From an optimization exercise on the open Yosys and OpenROAD flow, aimed at small area, a short achievable clock period and few clock cycles per item; shortcuts taken in it are not production practice. RTL that was checked went through simulation tests only; none was proved equivalent to the original. The flow treats the clock pin as an ideal source. Dropping or thinning the clock tree relies on that and would not hold on a real chip. Power figures rest on the tool's default switching activity, not on a simulated workload.

== run A ==
==> flow/design.v <==
module glyph_rounder (
    input  wire       clk,
    input  wire       rst,         
    input  wire       in_valid,
    output wire       in_ready,
    input  wire [7:0] in_data,
    output wire       out_valid,
    input  wire       out_ready,
    output wire [7:0] out_data
);
    reg [7:0] a [0:8];
    reg [6:0] up;
    reg [2:0] kin;           
    reg [2:0] j;             
    reg       pend;          
    reg       pre;           
    reg       newrow;        
    reg       pv;            
    reg [2:0] pcr;
    reg [5:0] acc;
    reg       inv_a;         
    reg       inv_b;         
    reg [7:0] obuf, skid;
    reg       ov, sv;
    reg       rdy;
    assign in_ready  = rdy;
    assign out_valid = ov;
    assign out_data  = obuf;
    wire adv      = pend ? ~sv : pre;           
    wire consume  = pend & ~sv;
    wire do_lower = in_valid & rdy;
    wire complete = do_lower & (kin == 3'd7);
    wire cdone    = ~pend | (j == 3'd7);        
    wire top      = (j == 3'd0);
    wire bot      = (j == 3'd7);
    wire [2:0] pc     = a[0][0] + a[0][1] + a[0][2] + a[0][3] +
                        a[0][4] + a[0][5] + a[0][6];
    wire       plast  = pv & (newrow ? (kin == 3'd1) : (kin == 3'd0));
    wire [5:0] tot    = acc + {3'd0, pcr};
    wire       inv_c  = (tot > 6'd28);
    wire       cnew   = plast & top;                
    wire       inv    = cnew ? inv_c : inv_a;
    wire [6:0] ctr = a[8][6:0];
    wire [8:0] hp  = {inv, ctr, inv};               
    wire [6:0] uu  = top ? {7{inv}} : up;
    wire [6:0] dd  = bot ? {7{inv}} : a[7][6:0];
    wire [6:0] cor = (hp[8:2] ^ hp[6:0]) & (uu ^ dd);
    wire [7:0] row_out = {a[8][7], (ctr & ~cor) | ({7{inv}} & cor)};
    wire [8:0] up_m, en;
    genvar gp;
    generate
        for (gp = 0; gp < 9; gp = gp + 1) begin : g_en
            assign up_m[gp] = adv & (gp > kin);
            assign en[gp]   = do_lower | up_m[gp];
        end
    endgenerate
    integer p;
    always @(posedge clk) begin
        if (en[0])
            a[0] <= in_data;
        for (p = 1; p < 9; p = p + 1)
            if (en[p])
                a[p] <= a[p - 1];
        if (adv)
            up <= ctr;
        pcr <= pc;
        if (plast && !(pend && top))
            inv_b <= inv_c;
        if (cnew)
            inv_a <= inv_c;
        else if (adv && cdone)
            inv_a <= plast ? inv_c : inv_b;
    end
    wire       take   = ov & out_ready;
    wire       ofree  = ~ov | take;
    wire [2:0] kin_n  = kin + {2'd0, do_lower};
    wire       pre_n  = (pre & ~(adv & cdone)) | complete;
    wire       pend_n = (adv & cdone) ? pre : pend;
    wire [2:0] j_n    = (adv & cdone) ? 3'd0 : j + {2'd0, adv};
    wire       sv_n   = ofree ? 1'b0 : (sv | consume);
    always @(posedge clk) begin
        if (ofree)
            obuf <= sv ? skid : row_out;
        else if (consume)
            skid <= row_out;
    end
    always @(posedge clk) begin
        if (rst) begin
            kin    <= 3'd0;
            j      <= 3'd0;
            pend   <= 1'b0;
            pre    <= 1'b0;
            newrow <= 1'b0;
            pv     <= 1'b0;
            acc    <= 6'd0;
            ov     <= 1'b0;
            sv     <= 1'b0;
            rdy    <= 1'b1;
        end else begin
            kin    <= kin_n;
            j      <= j_n;
            pend   <= pend_n;
            pre    <= pre_n;
            newrow <= do_lower;
            pv     <= newrow;
            if (plast)
                acc <= 6'd0;
            else if (pv)
                acc <= tot;
            ov     <= ofree ? (sv | consume) : 1'b1;
            sv     <= sv_n;
            rdy    <= ~pend_n | ~sv_n;
        end
    end
endmodule
==> flow/config.mk <==
export PLATFORM = sky130hd
export DESIGN_NAME = glyph_rounder
export DESIGN_NICKNAME = glyph_rounder
export VERILOG_FILES = /design/flow/design.v
export SDC_FILE = /design/flow/constraint.sdc
export NUM_CORES = 4
export LEC_CHECK = 0
export ABC_AREA = 1
export CAP_MARGIN = 20
export CORE_MARGIN = 2
export CORE_UTILIZATION = 40
export PLACE_DENSITY = 0.6
export SETUP_SLACK_MARGIN = 5.0
export SLEW_MARGIN = 20
==> flow/constraint.sdc <==
create_clock -name core_clock -period 8.0 [get_ports {clk}]
set_input_delay 1.6000 -clock core_clock [delete_from_list [all_inputs] [get_ports {clk}]]
set_output_delay 1.6000 -clock core_clock [all_outputs]
set_load 0.01 [all_outputs]
standard.sh (not shown) runs the stock make flow with config.mk's settings and CLKGATE_MAP_FILE= SYNTH_SCRIPT=/design/flow/synth_recipe.tcl, a recipe that flattens the netlist after the stock synthesis.
==> flow/flow/run.sh <==
#!/bin/bash
# Standard ORFS layout (the standard.sh) with a few extra make settings:
# port buffers of a chosen cell, the repair_timing target and clock tree
# options.  Make's output goes to flow_make.log; each ORFS step keeps its own
# log under orfs/logs/.
set -euo pipefail
bash standard.sh finish \
    "BUFFER_PORTS_ARGS=-buffer_cell sky130_fd_sc_hd__buf_2" \
    SETUP_SLACK_MARGIN=5.6 \
    "CTS_ARGS=-sink_clustering_enable -repair_clock_nets -buf_list sky130_fd_sc_hd__clkbuf_4 -root_buf sky130_fd_sc_hd__clkbuf_16" \
    > flow_make.log 2>&1
Testbench counts of run A, summed over its fixed seeds: cycles 25,680, items 3,200.
Input-level comparison between run B and run A:
==> flow/design.v <==
module glyph_rounder (
    input  wire       clk,
    input  wire       rst,         
    input  wire       in_valid,
    output wire       in_ready,
    input  wire [7:0] in_data,
    output wire       out_valid,
    input  wire       out_ready,
    output wire [7:0] out_data
);
    reg [7:0] a [0:8];
    reg [6:0] up;
    reg [2:0] kin;           
    reg [2:0] j;             
    reg       pend;          
    reg       pre;           
    reg       newrow;        
    reg       pv;            
    reg [2:0] pcr;
    reg [5:0] acc;
    reg       inv_a;         
    reg       inv_b;         
    reg [7:0] obuf, skid;
    reg       ov, sv;
    reg       rdy;
    assign in_ready  = rdy;
    assign out_valid = ov;
    assign out_data  = obuf;
    wire adv      = pend ? ~sv : pre;           
    wire consume  = pend & ~sv;
    wire do_lower = in_valid & rdy;
    wire complete = do_lower & (kin == 3'd7);
    wire cdone    = ~pend | (j == 3'd7);        
    wire [2:0] pc = a[0][0] + a[0][1] + a[0][2] + a[0][3] +
                    a[0][4] + a[0][5] + a[0][6];
    wire       plast  = pv & (newrow ? (kin == 3'd1) : (kin == 3'd0));
    wire [5:0] tot    = acc + {3'd0, pcr};
    wire       inv_c  = (tot > 6'd28);
    wire       cnew   = plast & (j == 3'd0);        
    wire       inv    = cnew ? inv_c : inv_a;
    wire [6:0] ctr = a[8][6:0];
    wire       top = (j == 3'd0);
    wire       bot = (j == 3'd7);
    wire [6:0] res0, res1;
    genvar gx;
    generate
        for (gx = 0; gx < 7; gx = gx + 1) begin : g_col
            wire l0 = (gx == 0) ? 1'b0 : ctr[(gx == 0) ? 0 : gx - 1];
            wire l1 = (gx == 0) ? 1'b1 : ctr[(gx == 0) ? 0 : gx - 1];
            wire r0 = (gx == 6) ? 1'b0 : ctr[(gx == 6) ? 6 : gx + 1];
            wire r1 = (gx == 6) ? 1'b1 : ctr[(gx == 6) ? 6 : gx + 1];
            wire u0 = top ? 1'b0 : up[gx];
            wire u1 = top ? 1'b1 : up[gx];
            wire d0 = bot ? 1'b0 : a[7][gx];
            wire d1 = bot ? 1'b1 : a[7][gx];
            wire c0 = (l0 ^ r0) & (u0 ^ d0);
            wire c1 = (l1 ^ r1) & (u1 ^ d1);
            assign res0[gx] = ctr[gx] & ~c0;
            assign res1[gx] = ctr[gx] | c1;
        end
    endgenerate
    wire [7:0] row_out = {a[8][7], inv ? res1 : res0};
    wire [8:0] lo_m, up_m, en;
    genvar gp;
    generate
        for (gp = 0; gp < 9; gp = gp + 1) begin : g_en
            assign lo_m[gp] = rdy & (gp <= kin);
            assign up_m[gp] = adv & (gp > kin);
            assign en[gp]   = (in_valid & lo_m[gp]) | up_m[gp];
        end
    endgenerate
    integer p;
    always @(posedge clk) begin
        if (en[0])
            a[0] <= in_data;
        for (p = 1; p < 9; p = p + 1)
            if (en[p])
                a[p] <= a[p - 1];
        if (adv)
            up <= ctr;
        pcr <= pc;
        if (plast && !(pend && top))
            inv_b <= inv_c;
        if (cnew)
            inv_a <= inv_c;
        else if (adv && cdone)
            inv_a <= plast ? inv_c : inv_b;
    end
    wire       take   = ov & out_ready;
    wire       ofree  = ~ov | take;
    wire [2:0] kin_n  = kin + {2'd0, do_lower};
    wire       pre_n  = (pre & ~(adv & cdone)) | complete;
    wire       pend_n = (adv & cdone) ? pre : pend;
    wire [2:0] j_n    = (adv & cdone) ? 3'd0 : j + {2'd0, adv};
    wire       sv_n   = ofree ? 1'b0 : (sv | consume);
    wire [2:0] kin_1  = kin + 3'd1;
    wire       pre_0  = pre & ~(adv & cdone);
    wire       pre_1  = pre_0 | (kin == 3'd7);
    wire       rdy_0  = ~pre_0 & (~pend_n | (kin   <= j_n)) | (pend_n ? ~sv_n : pre_0);
    wire       rdy_1  = ~pre_1 & (~pend_n | (kin_1 <= j_n)) | (pend_n ? ~sv_n : pre_1);
    always @(posedge clk) begin
        if (ofree)
            obuf <= sv ? skid : row_out;
        else if (consume)
            skid <= row_out;
    end
    always @(posedge clk) begin
        if (rst) begin
            kin    <= 3'd0;
            j      <= 3'd0;
            pend   <= 1'b0;
            pre    <= 1'b0;
            newrow <= 1'b0;
            pv     <= 1'b0;
            acc    <= 6'd0;
            ov     <= 1'b0;
            sv     <= 1'b0;
            rdy    <= 1'b1;
        end else begin
            kin    <= kin_n;
            j      <= j_n;
            pend   <= pend_n;
            pre    <= pre_n;
            newrow <= do_lower;
            pv     <= newrow;
            if (plast)
                acc <= 6'd0;
            else if (pv)
                acc <= tot;
            ov     <= ofree ? (sv | consume) : 1'b1;
            sv     <= sv_n;
            rdy    <= (in_valid & rdy) ? rdy_1 : rdy_0;
        end
    end
endmodule
## What came out
- Result for run A and run B: all clean
- Compared with run A, non-clock buffer count in run B increased by more than 10%.
- Compared with run A, in run B depth of the worst register-to-register path has decreased, total power after layout decreased 3.5%, number of sinks on the clock net flat, placement-stage cell area has increased, share of post-route cells with drive strength above 1 shrank by 2.0 points.
- Destination of the critical timing path: out_data[6] -> run B, out_data[3] -> run A
- Between run B and run A, it is run B whose final area is higher, by 4.7%.
- On run B: sequential share of layout area is 2.6 points lower than what run A gave.
- Slew at the pin closest to its max-slew limit: run B higher than run A
Testbench counts of run B, summed over its fixed seeds: cycles 25,680, items 3,200.

---

Starting RTL as in the previous note.
==> flow/design.v (excerpt) <==
module glyph_rounder (
    input  wire       clk,
    input  wire       rst,         
    input  wire       in_valid,
    output wire       in_ready,
    input  wire [7:0] in_data,
    output wire       out_valid,
    input  wire       out_ready,
    output wire [7:0] out_data
);
    reg [7:0] a [0:8];
    reg [6:0] up;
    reg [2:0] kin;           
    reg [2:0] j;             
    reg       pend;          
    reg       pre;           
    reg       newrow;        
    reg       pv;            
    reg [2:0] pcr;
    reg [5:0] acc;
    reg       inv_a;         
    reg       inv_b;         
    reg [7:0] obuf, skid;
    reg       ov, sv;
    reg       rdy;
    assign in_ready  = rdy;
    assign out_valid = ov;
    assign out_data  = obuf;
    wire adv      = pend ? ~sv : pre;           
    wire consume  = pend & ~sv;
    wire do_lower = in_valid & rdy;
    wire complete = do_lower & (kin == 3'd7);
    wire cdone    = ~pend | (j == 3'd7);        
    wire top      = (j == 3'd0);
    wire bot      = (j == 3'd7);
    wire [2:0] pc     = a[0][0] + a[0][1] + a[0][2] + a[0][3] +
                        a[0][4] + a[0][5] + a[0][6];
    wire       plast  = pv & (newrow ? (kin == 3'd1) : (kin == 3'd0));
    wire [5:0] tot    = acc + {3'd0, pcr};
    wire       inv_c  = (tot > 6'd28);
    wire       cnew   = plast & top;                
    wire       inv    = cnew ? inv_c : inv_a;
    wire [6:0] ctr = a[8][6:0];
    wire [8:0] hp  = {inv, ctr, inv};               
    wire [6:0] uu  = top ? {7{inv}} : up;
    wire [6:0] dd  = bot ? {7{inv}} : a[7][6:0];
    wire [6:0] cor = (hp[8:2] ^ hp[6:0]) & (uu ^ dd);
    wire [7:0] row_out = {a[8][7], (ctr & ~cor) | ({7{inv}} & cor)};
    wire [8:0] up_m, en;
    genvar gp;
    generate
        for (gp = 0; gp < 9; gp = gp + 1) begin : g_en
            assign up_m[gp] = adv & (gp > kin);
            assign en[gp]   = do_lower | up_m[gp];
        end
    endgenerate
    integer p;
    always @(posedge clk) begin
        if (en[0])
            a[0] <= in_data;
        for (p = 1; p < 9; p = p + 1)
            if (en[p])
                a[p] <= a[p - 1];
        if (adv)
            up <= ctr;
        pcr <= pc;
  ...
==> module glyph_rounder, before the edit <==
module glyph_rounder (
    input  wire       clk,
    input  wire       rst,         
    input  wire       in_valid,
    output wire       in_ready,
    input  wire [7:0] in_data,
    output wire       out_valid,
    input  wire       out_ready,
    output wire [7:0] out_data
);
    reg [7:0] a [0:8];
    reg [6:0] up;
    reg [2:0] kin;           
    reg [2:0] j;             
    reg       pend;          
    reg       pre;           
    reg       newrow;        
    reg       pv;            
    reg [2:0] pcr;
    reg [5:0] acc;
    reg       inv_a;         
    reg       inv_b;         
    reg [7:0] obuf, skid;
    reg       ov, sv;
    reg       rdy;
    assign in_ready  = rdy;
    assign out_valid = ov;
    assign out_data  = obuf;
    wire adv      = pend ? ~sv : pre;           
    wire consume  = pend & ~sv;
    wire do_lower = in_valid & rdy;
    wire complete = do_lower & (kin == 3'd7);
    wire cdone    = ~pend | (j == 3'd7);        
    wire top      = (j == 3'd0);
    wire bot      = (j == 3'd7);
    wire [2:0] pc     = a[0][0] + a[0][1] + a[0][2] + a[0][3] +
                        a[0][4] + a[0][5] + a[0][6];
    wire       plast  = pv & (newrow ? (kin == 3'd1) : (kin == 3'd0));
    wire [5:0] tot    = acc + {3'd0, pcr};
    wire       inv_c  = (tot > 6'd28);
    wire       cnew   = plast & top;                
    wire       inv    = cnew ? inv_c : inv_a;
    wire [6:0] ctr = a[8][6:0];
    wire [8:0] hp  = {inv, ctr, inv};               
    wire [6:0] uu  = top ? {7{inv}} : up;
    wire [6:0] dd  = bot ? {7{inv}} : a[7][6:0];
    wire [6:0] cor = (hp[8:2] ^ hp[6:0]) & (uu ^ dd);
    wire [7:0] row_out = {a[8][7], (ctr & ~cor) | ({7{inv}} & cor)};
    wire [8:0] up_m, en;
    genvar gp;
    generate
        for (gp = 0; gp < 9; gp = gp + 1) begin : g_en
            assign up_m[gp] = adv & (gp > kin);
            assign en[gp]   = do_lower | up_m[gp];
        end
    endgenerate
    integer p;
    always @(posedge clk) begin
        if (en[0])
            a[0] <= in_data;
        for (p = 1; p < 9; p = p + 1)
            if (en[p])
                a[p] <= a[p - 1];
        if (adv)
            up <= ctr;
        pcr <= pc;
        if (plast && !(pend && top))
            inv_b <= inv_c;
        if (cnew)
            inv_a <= inv_c;
        else if (adv && cdone)
            inv_a <= plast ? inv_c : inv_b;
    end
    wire       take   = ov & out_ready;
    wire       ofree  = ~ov | take;
    wire [2:0] kin_n  = kin + {2'd0, do_lower};
    wire       pre_n  = (pre & ~(adv & cdone)) | complete;
    wire       pend_n = (adv & cdone) ? pre : pend;
    wire [2:0] j_n    = (adv & cdone) ? 3'd0 : j + {2'd0, adv};
    wire       sv_n   = ofree ? 1'b0 : (sv | consume);
    always @(posedge clk) begin
        if (ofree)
            obuf <= sv ? skid : row_out;
        else if (consume)
            skid <= row_out;
    end
    always @(posedge clk) begin
        if (rst) begin
            kin    <= 3'd0;
            j      <= 3'd0;
            pend   <= 1'b0;
            pre    <= 1'b0;
            newrow <= 1'b0;
            pv     <= 1'b0;
            acc    <= 6'd0;
            ov     <= 1'b0;
            sv     <= 1'b0;
            rdy    <= 1'b1;
        end else begin
            kin    <= kin_n;
            j      <= j_n;
            pend   <= pend_n;
            pre    <= pre_n;
            newrow <= do_lower;
            pv     <= newrow;
            if (plast)
                acc <= 6'd0;
            else if (pv)
                acc <= tot;
            ov     <= ofree ? (sv | consume) : 1'b1;
            sv     <= sv_n;
            rdy    <= ~pend_n | ~sv_n;
        end
    end
endmodule
export LEC_CHECK = 0
export ABC_AREA = 1
export CAP_MARGIN = 20
export CORE_MARGIN = 2
export CORE_UTILIZATION = 40
export PLACE_DENSITY = 0.6
export SETUP_SLACK_MARGIN = 5.0
export SLEW_MARGIN = 20
create_clock -name core_clock -period 8.0 [get_ports {clk}]
==> flow/flow/run.sh <==
#!/bin/bash
# Standard ORFS layout (the standard.sh) with these changes:
#  - port buffers of sky130_fd_sc_hd__buf_2,
#  - a tighter repair_timing target (SETUP_SLACK_MARGIN),
#  - the clock tree built by flow/mcts.tcl: the clock port drives four
#    clkbuf_16, each driving the clock pins of one quarter of the registers.
# Make's output goes to flow_make.log; each ORFS step keeps its own log
# under orfs/logs/.
set -euo pipefail
here=$(pwd)
export MCTS_K=4
export MCTS_BUF=sky130_fd_sc_hd__clkbuf_16
bash standard.sh finish \
    "BUFFER_PORTS_ARGS=-buffer_cell sky130_fd_sc_hd__buf_2" \
    SETUP_SLACK_MARGIN=5.6 \
    "PRE_CTS_TCL=$here/flow/pre_cts.tcl" \
    > flow_make.log 2>&1
Other scripts of this flow, unchanged in this note and not shown: flow/flow/mcts.tcl, flow/flow/pre_cts.tcl
Testbench counts at the start, summed over its fixed seeds: cycles 25,680, items 3,200.
Then changed:
--- a/flow/design.v
+++ b/flow/design.v
@@ -14,33 +14,35 @@
     reg [2:0] j;             
     reg       pend;          
     reg       pre;           
     reg       newrow;        
     reg       pv;            
     reg [2:0] pcr;
-    reg [5:0] acc;
+    reg [5:0] rem;           
     reg       inv_a;         
     reg       inv_b;         
     reg [7:0] obuf, skid;
     reg       ov, sv;
-    reg       rdy;
+    reg       rdy;           
     assign in_ready  = rdy;
     assign out_valid = ov;
     assign out_data  = obuf;
     wire adv      = pend ? ~sv : pre;           
     wire consume  = pend & ~sv;
-    wire do_lower = in_valid & rdy;
+    wire rdy_i    = ~pend | ~sv;                 
+    wire do_lower = in_valid & rdy_i;
     wire complete = do_lower & (kin == 3'd7);
     wire cdone    = ~pend | (j == 3'd7);        
     wire top      = (j == 3'd0);
     wire bot      = (j == 3'd7);
     wire [2:0] pc     = a[0][0] + a[0][1] + a[0][2] + a[0][3] +
                         a[0][4] + a[0][5] + a[0][6];
     wire       plast  = pv & (newrow ? (kin == 3'd1) : (kin == 3'd0));
-    wire [5:0] tot    = acc + {3'd0, pcr};
-    wire       inv_c  = (tot > 6'd28);
+    wire [5:0] rem_n  = rem - {3'd0, pcr};
+    wire       inv_c  = rem[5] | (rem == 6'd0) |
+                        ((rem[4:3] == 2'd0) & (pcr >= rem[2:0]));
     wire       cnew   = plast & top;                
     wire       inv    = cnew ? inv_c : inv_a;
     wire [6:0] ctr = a[8][6:0];
     wire [8:0] hp  = {inv, ctr, inv};               
     wire [6:0] uu  = top ? {7{inv}} : up;
     wire [6:0] dd  = bot ? {7{inv}} : a[7][6:0];
@@ -89,27 +91,27 @@
             kin    <= 3'd0;
             j      <= 3'd0;
             pend   <= 1'b0;
             pre    <= 1'b0;
             newrow <= 1'b0;
             pv     <= 1'b0;
-            acc    <= 6'd0;
+            rem    <= 6'd29;
             ov     <= 1'b0;
             sv     <= 1'b0;
             rdy    <= 1'b1;
         end else begin
             kin    <= kin_n;
             j      <= j_n;
             pend   <= pend_n;
             pre    <= pre_n;
             newrow <= do_lower;
             pv     <= newrow;
             if (plast)
-                acc <= 6'd0;
+                rem <= 6'd29;
             else if (pv)
-                acc <= tot;
+                rem <= rem_n;
             ov     <= ofree ? (sv | consume) : 1'b1;
             sv     <= sv_n;
             rdy    <= ~pend_n | ~sv_n;
         end
     end
 endmodule
Design area is lower by 3.5%.
Routed wire length drops by 7.5%.
Sequential power is lower by about 0.8%.
Combinational power drops by 18%.
Flip-flop and latch count is unchanged.
Critical path depth is lower by 8.
Power falls by 2.4%.
Area after synthesis goes up by 0.40%.
Hold slack is about the same.
Core utilization decreases by 1.9 points.
Worst setup slack is worse by 27 ps.
Register-to-register slack is better by 20 ps.
No functional check of the RTL was part of the second run of this note. No run of this note takes its clock network from TritonCTS; it comes from the design's own scripts or RTL.

## afterwards: timing with drivers on the ports
How much do the figures lean on ideal ports? The routed layouts below were timed once more, with nothing changed but the port constraints. Step 1: set_driving_cell puts a clkbuf_16 on clk and a buf_2 on each other input, an assumption about the parent block. Step 2 times the ports against the registers' clock, not the clock port: input delays grow and output delays shrink by t, the midpoint of the rising clock arrivals with the driver on. Slacks: no drivers / after step 1 / after step 2; pairs: no drivers / after step 1.
run | shift t [ns] | setup slack, ns | clock arrival spread, ns
run A | 0.393 | 5.493 / 5.458 / 5.365 | 0.017 / 0.017
run B | 0.387 | 5.494 / 5.459 / 5.265 | 0.014 / 0.015
the first run of note 2 | 0.240 | 5.545 / 5.545 / 5.442 | 0.017 / 0.017
the second run of note 2 | 0.240 | 5.518 / 5.542 / 5.302 | 0.020 / 0.019
After both steps setup and hold are still met in every run listed. The setup slack of run B, which loses most, moves by -0.035 ns with the drivers and by -0.229 ns with both steps.
